Source: an optimization exercise on an open RTL-to-GDS flow (aim: small area). Production flows keep margins and buffers that such runs may drop. Only simulation tests tie the RTL to the original design; equivalence was not proved. No driver is modelled on the clock port, so clock power and skew are understated where the tree is cut down; a real chip needs a root buffer or a tree. Power figures rest on the tool's default switching activity, not on a simulated workload.

the reference run:
==> flow/design.v (excerpt) <==
module mhz14a_decoder (
    input  wire        clk,
    input  wire [13:0] in_word,
    output wire [1:0]  st,
    output wire [3:0]  cnt,
    output wire [7:0]  buf0,
    output wire [7:0]  buf1,
    output wire [7:0]  buf2,
    output wire [7:0]  buf3,
    output wire [7:0]  buf4,
    output wire [7:0]  buf5,
    output wire [7:0]  buf6,
    output wire [7:0]  buf7,
    output wire [7:0]  buf8,
    output wire        pol,
    output wire [1:0]  err,
    output wire [7:0]  csa,
    output wire        ok,
    output wire        warn,
    output wire [15:0] conc,
    output wire        done,
    output wire        failed,
    output wire [7:0]  frame_csum,
    output wire        frame_ok,
    output wire [15:0] frame_conc,
    output wire        log_warn,
    output wire        log_err,
    output wire [7:0]  log_val
);
For scale: ~410 cells after synthesis, ~87 flip-flops, ~160 I/O pins.
==> module mhz14a_decoder, before the edit <==
module mhz14a_decoder (
    input  wire        clk,
    input  wire [13:0] in_word,
    output wire [1:0]  st,
    output wire [3:0]  cnt,
    output wire [7:0]  buf0,
    output wire [7:0]  buf1,
    output wire [7:0]  buf2,
    output wire [7:0]  buf3,
    output wire [7:0]  buf4,
    output wire [7:0]  buf5,
    output wire [7:0]  buf6,
    output wire [7:0]  buf7,
    output wire [7:0]  buf8,
    output wire        pol,
    output wire [1:0]  err,
    output wire [7:0]  csa,
    output wire        ok,
    output wire        warn,
    output wire [15:0] conc,
    output wire        done,
    output wire        failed,
    output wire [7:0]  frame_csum,
    output wire        frame_ok,
    output wire [15:0] frame_conc,
    output wire        log_warn,
    output wire        log_err,
    output wire [7:0]  log_val
);
    wire [7:0] w_d = in_word[7:0];
    wire       w_v = in_word[8];
    wire       w_e = in_word[9];
    wire       w_s = in_word[10];
    wire       w_b = in_word[11];
    wire       w_i = in_word[12];
    wire       w_r = in_word[13];
    wire clr     = w_r | w_b;
    wire op_xerr = !clr && w_e;
    wire op_sent = !clr && !w_e && w_s;
    wire op_byte = !clr && !w_e && !w_s && w_v;
    reg [1:0] s_q;
    reg [3:0] cnt_q;
    reg [7:0] b0, b1, b2, b3, b4, b5, b6, b7, b8;
    reg       pol_q;
    reg [7:0] nsum_q;
    wire idle  = !s_q[1] && !s_q[0];
    wire await = !s_q[1] &&  s_q[0];
    wire cnt9  = cnt_q[3] && cnt_q[0];
    wire accept = op_byte && await;
    wire [7:0] we;
    assign we[0] = accept && !cnt_q[3] && cnt_q[2:0] == 3'd0;
    assign we[1] = accept && !cnt_q[3] && cnt_q[2:0] == 3'd1;
    assign we[2] = accept && !cnt_q[3] && cnt_q[2:0] == 3'd2;
    assign we[3] = accept && !cnt_q[3] && cnt_q[2:0] == 3'd3;
    assign we[4] = accept && !cnt_q[3] && cnt_q[2:0] == 3'd4;
    assign we[5] = accept && !cnt_q[3] && cnt_q[2:0] == 3'd5;
    assign we[6] = accept && !cnt_q[3] && cnt_q[2:0] == 3'd6;
    assign we[7] = accept && !cnt_q[3] && cnt_q[2:0] == 3'd7;
    wire complete = accept && cnt_q[3];
    wire [7:0] checksum = nsum_q;
    wire cmp_ok = (w_d == checksum);
    assign frame_csum = checksum;
    assign frame_ok   = cnt9 ? s_q[0] : (checksum == 8'd0);
    assign frame_conc = {b2, b3};
    assign log_warn = complete && !cmp_ok &&  pol_q;
    assign log_err  = complete && !cmp_ok && !pol_q;
    assign log_val  = {8{complete && !cmp_ok}} & checksum;
    wire sum_en = we[1] | we[2] | we[3] | we[4] | we[5] | we[6];
    wire [7:0] nsum_nx = nsum_q - ({8{sum_en}} & w_d);
    always @(posedge clk) begin
        b0 <= ({8{!clr}} & b0) | ({8{we[0]}} & w_d);
        b1 <= ({8{!clr}} & b1) | ({8{we[1]}} & w_d);
        b2 <= ({8{!clr}} & b2) | ({8{we[2]}} & w_d);
        b3 <= ({8{!clr}} & b3) | ({8{we[3]}} & w_d);
        b4 <= ({8{!clr}} & b4) | ({8{we[4]}} & w_d);
        b5 <= ({8{!clr}} & b5) | ({8{we[5]}} & w_d);
        b6 <= ({8{!clr}} & b6) | ({8{we[6]}} & w_d);
        b7 <= ({8{!clr}} & b7) | ({8{we[7]}} & w_d);
        b8 <= ({8{!clr}} & b8) | ({8{complete}} & w_d);
        nsum_q <= {8{!clr}} & nsum_nx;
        pol_q  <= clr ? (!w_r && w_i) : pol_q;
        if (clr)
            cnt_q <= 4'd0;
        else if (accept)
            cnt_q <= cnt_q + 4'd1;
        if (clr)
            s_q <= 2'b00;
        else if (op_xerr) begin
            if (!s_q[1])
                s_q <= 2'b11;
        end else if (op_sent) begin
            if (idle)
                s_q <= 2'b01;
        end else if (complete)
            s_q <= {1'b1, cmp_ok};
    end
    wire ok_c      = cnt9 && s_q[0];
    wire [1:0] st_c = {s_q[1], cnt9 ? !(s_q[0] || pol_q) : s_q[0]};
    wire is_done   =  st_c[1] && !st_c[0];
    wire is_failed =  st_c[1] &&  st_c[0];
    assign st     = st_c;
    assign cnt    = cnt_q;
    assign buf0   = b0;
    assign buf1   = b1;
    assign buf2   = b2;
    assign buf3   = b3;
    assign buf4   = b4;
    assign buf5   = b5;
    assign buf6   = b6;
    assign buf7   = b7;
    assign buf8   = b8;
    assign pol    = pol_q;
    assign err    = {is_failed && cnt9, is_failed && !cnt9};
    assign csa    = {8{cnt9}} & checksum;
    assign ok     = ok_c;
    assign warn   = cnt9 && pol_q && !s_q[0];
    assign conc   = {16{is_done}} & {b2, b3};
    assign done   = is_done;
    assign failed = is_failed;
endmodule
==> flow/config.mk <==
export PLATFORM = sky130hd
export DESIGN_NAME = mhz14a_decoder
export DESIGN_NICKNAME = mhz14a_decoder
export VERILOG_FILES = /design/flow/design.v
export SDC_FILE = /design/flow/constraint.sdc
export NUM_CORES = 4
export LEC_CHECK = 0
export ABC_AREA = 1
export CAP_MARGIN = 20
export CORE_MARGIN = 2
export CORE_UTILIZATION = 60
export SLEW_MARGIN = 20
==> flow/constraint.sdc <==
create_clock -name core_clock -period 10.0 [get_ports {clk}]
set_input_delay 2.0000 -clock core_clock [delete_from_list [all_inputs] [get_ports {clk}]]
set_output_delay 2.0000 -clock core_clock [all_outputs]
set_load 0.01 [all_outputs]
standard.sh (not shown) runs the stock make flow with config.mk's settings and CLKGATE_MAP_FILE= SYNTH_SCRIPT=/design/flow/synth_recipe.tcl, a recipe that flattens the netlist after the stock synthesis.
==> flow/flow/run.sh <==
#!/bin/bash
# Standard ORFS layout with three changes:
#  - synthesis is synth_recipe.tcl unchanged except that Yosys's abc call uses
#    flow/abc_area.script (area-oriented, no buffering/upsizing) and full adders
#    are not extracted before abc (ADDER_MAP_FILE empty), so abc sees the whole
#    combinational logic. Registers are untouched (abc runs without -dff, after
#    dfflibmap), so their names and cells are the standard synthesis's.
#  - the port buffers are the smallest buffer cell (buf_1).
#  - the clock tree is built by flow/cts_hook.tcl (a PRE_CTS hook): one root
#    buffer and a few leaf buffers, sized to keep register clock-pin slew low.
# make's output goes to flow_make.log; each ORFS step logs to orfs/logs/.
set -euo pipefail
here=$(pwd)
{
  cat <<'TCL'
proc abc {args} {
  set i [lsearch $args -script]
  if {$i >= 0} { lset args [expr {$i + 1}] $::env(FLOW_ABC_SCRIPT) }
  set j [lsearch $args -D]
  if {$j >= 0} { set args [lreplace $args $j [expr {$j + 1}]] }
  puts "flow abc: $args"
  yosys abc {*}$args
}
TCL
  cat synth_recipe.tcl
} > flow_synth.tcl
export FLOW_ABC_SCRIPT=$here/flow/abc_area.script
export FLOW_CTS_HOOK=$here/flow/cts_hook.tcl
bash standard.sh SYNTH_SCRIPT=$here/flow_synth.tcl ADDER_MAP_FILE= \
  "BUFFER_PORTS_ARGS=-buffer_cell sky130_fd_sc_hd__buf_1" \
  PRE_CTS_TCL=$here/flow/cts_hook.tcl finish > flow_make.log 2>&1
Other scripts of this flow, unchanged in this note and not shown: flow/flow/abc_area.script, flow/flow/cts_eval.tcl, flow/flow/cts_hook.tcl
In summary, the reference run completed successfully, with a layout that passed the timing, DRC and antenna checks.
For the trial run, these inputs were changed with respect to the reference run:
diff --git a/flow/design.v b/flow/design.v
--- a/flow/design.v
+++ b/flow/design.v
@@ -35,19 +35,20 @@
     wire       w_i = in_word[12];
     wire       w_r = in_word[13];
     wire clr     = w_r | w_b;
     wire op_xerr = !clr && w_e;
     wire op_sent = !clr && !w_e && w_s;
     wire op_byte = !clr && !w_e && !w_s && w_v;
-    reg [1:0] s_q;
+    reg [1:0] st_q;
     reg [3:0] cnt_q;
     reg [7:0] b0, b1, b2, b3, b4, b5, b6, b7, b8;
     reg       pol_q;
     reg [7:0] nsum_q;
-    wire idle  = !s_q[1] && !s_q[0];
-    wire await = !s_q[1] &&  s_q[0];
+    reg       ok_q;
+    wire idle  = !st_q[1] && !st_q[0];
+    wire await = !st_q[1] &&  st_q[0];
     wire cnt9  = cnt_q[3] && cnt_q[0];
     wire accept = op_byte && await;
     wire [7:0] we;
     assign we[0] = accept && !cnt_q[3] && cnt_q[2:0] == 3'd0;
     assign we[1] = accept && !cnt_q[3] && cnt_q[2:0] == 3'd1;
     assign we[2] = accept && !cnt_q[3] && cnt_q[2:0] == 3'd2;
@@ -57,13 +58,13 @@
     assign we[6] = accept && !cnt_q[3] && cnt_q[2:0] == 3'd6;
     assign we[7] = accept && !cnt_q[3] && cnt_q[2:0] == 3'd7;
     wire complete = accept && cnt_q[3];
     wire [7:0] checksum = nsum_q;
     wire cmp_ok = (w_d == checksum);
     assign frame_csum = checksum;
-    assign frame_ok   = cnt9 ? s_q[0] : (checksum == 8'd0);
+    assign frame_ok   = cnt9 ? ok_q : (checksum == 8'd0);
     assign frame_conc = {b2, b3};
     assign log_warn = complete && !cmp_ok &&  pol_q;
     assign log_err  = complete && !cmp_ok && !pol_q;
     assign log_val  = {8{complete && !cmp_ok}} & checksum;
     wire sum_en = we[1] | we[2] | we[3] | we[4] | we[5] | we[6];
     wire [7:0] nsum_nx = nsum_q - ({8{sum_en}} & w_d);
@@ -76,32 +77,31 @@
         b5 <= ({8{!clr}} & b5) | ({8{we[5]}} & w_d);
         b6 <= ({8{!clr}} & b6) | ({8{we[6]}} & w_d);
         b7 <= ({8{!clr}} & b7) | ({8{we[7]}} & w_d);
         b8 <= ({8{!clr}} & b8) | ({8{complete}} & w_d);
         nsum_q <= {8{!clr}} & nsum_nx;
         pol_q  <= clr ? (!w_r && w_i) : pol_q;
+        ok_q   <= cnt9 ? ok_q : cmp_ok;
         if (clr)
             cnt_q <= 4'd0;
         else if (accept)
             cnt_q <= cnt_q + 4'd1;
         if (clr)
-            s_q <= 2'b00;
+            st_q <= 2'b00;
         else if (op_xerr) begin
-            if (!s_q[1])
-                s_q <= 2'b11;
+            if (!st_q[1])
+                st_q <= 2'b11;
         end else if (op_sent) begin
             if (idle)
-                s_q <= 2'b01;
+                st_q <= 2'b01;
         end else if (complete)
-            s_q <= {1'b1, cmp_ok};
+            st_q <= {1'b1, !(cmp_ok || pol_q)};
     end
-    wire ok_c      = cnt9 && s_q[0];
-    wire [1:0] st_c = {s_q[1], cnt9 ? !(s_q[0] || pol_q) : s_q[0]};
-    wire is_done   =  st_c[1] && !st_c[0];
-    wire is_failed =  st_c[1] &&  st_c[0];
-    assign st     = st_c;
+    wire is_done   =  st_q[1] && !st_q[0];
+    wire is_failed =  st_q[1] &&  st_q[0];
+    assign st     = st_q;
     assign cnt    = cnt_q;
     assign buf0   = b0;
     assign buf1   = b1;
     assign buf2   = b2;
     assign buf3   = b3;
     assign buf4   = b4;
@@ -109,12 +109,12 @@
     assign buf6   = b6;
     assign buf7   = b7;
     assign buf8   = b8;
     assign pol    = pol_q;
     assign err    = {is_failed && cnt9, is_failed && !cnt9};
     assign csa    = {8{cnt9}} & checksum;
-    assign ok     = ok_c;
-    assign warn   = cnt9 && pol_q && !s_q[0];
+    assign ok     = cnt9 && ok_q;
+    assign warn   = is_done && !ok_q;
     assign conc   = {16{is_done}} & {b2, b3};
     assign done   = is_done;
     assign failed = is_failed;
 endmodule
--- outcome ---
The run showing the greater fraction of the mapped netlist area in compound gates is the trial run. When the final numbers for the trial run and the reference run were put side by side, the total power turned out to be smaller in the reference run. Per the comparison of the trial run with the reference run, global-route usage shrank by 0.24 points, final critical-path share of the clock period grew by 8.5 points, largest stage delay on the critical path grew by 0.15 ns. [compare] base=the reference run new=the trial run: overall routed net length increased by 150 um relative to the old numbers; initial cell density of the core down 0.25 points; arrival time at the worst endpoint higher; placeable core area +33 sq um.
In every run of this note, the design's own scripts or RTL, not TritonCTS, make the clock network.

-- static timing again, ports no longer ideal --
Ports are ideal in the flow. The routed layouts listed here were re-timed in OpenROAD.
Step 1 (the two cells are an assumption about what drives the block):
set clk [get_ports {clk}]
set_driving_cell -lib_cell sky130_fd_sc_hd__clkbuf_16 $clk
set_driving_cell -lib_cell sky130_fd_sc_hd__buf_2 [delete_from_list [all_inputs] $clk]
Step 2 moves the port delays by t, midway between the first and last clock arrival at a register: inputs arrive t later, outputs are due t later. That takes back most of the time a late clock gives input paths.
a / b / c = ideal / step 1 / step 2; a / b = the first two.
| run | t, ns | setup slack, ns | worst hold slack (ns) | clock arrival spread, ns |
|---|---|---|---|---|
| the reference run | 0.412 | 3.606 / 3.583 / 3.583 | 0.466 / 0.466 / 0.466 | 0.026 / 0.027 |
| the trial run | 0.408 | 2.755 / 2.729 / 2.729 | 0.466 / 0.466 / 0.466 | 0.029 / 0.029 |
After both steps every run listed still meets setup and hold. The setup slack of the trial run, which loses most, moves by -0.026 ns with the drivers and by -0.026 ns with both steps.
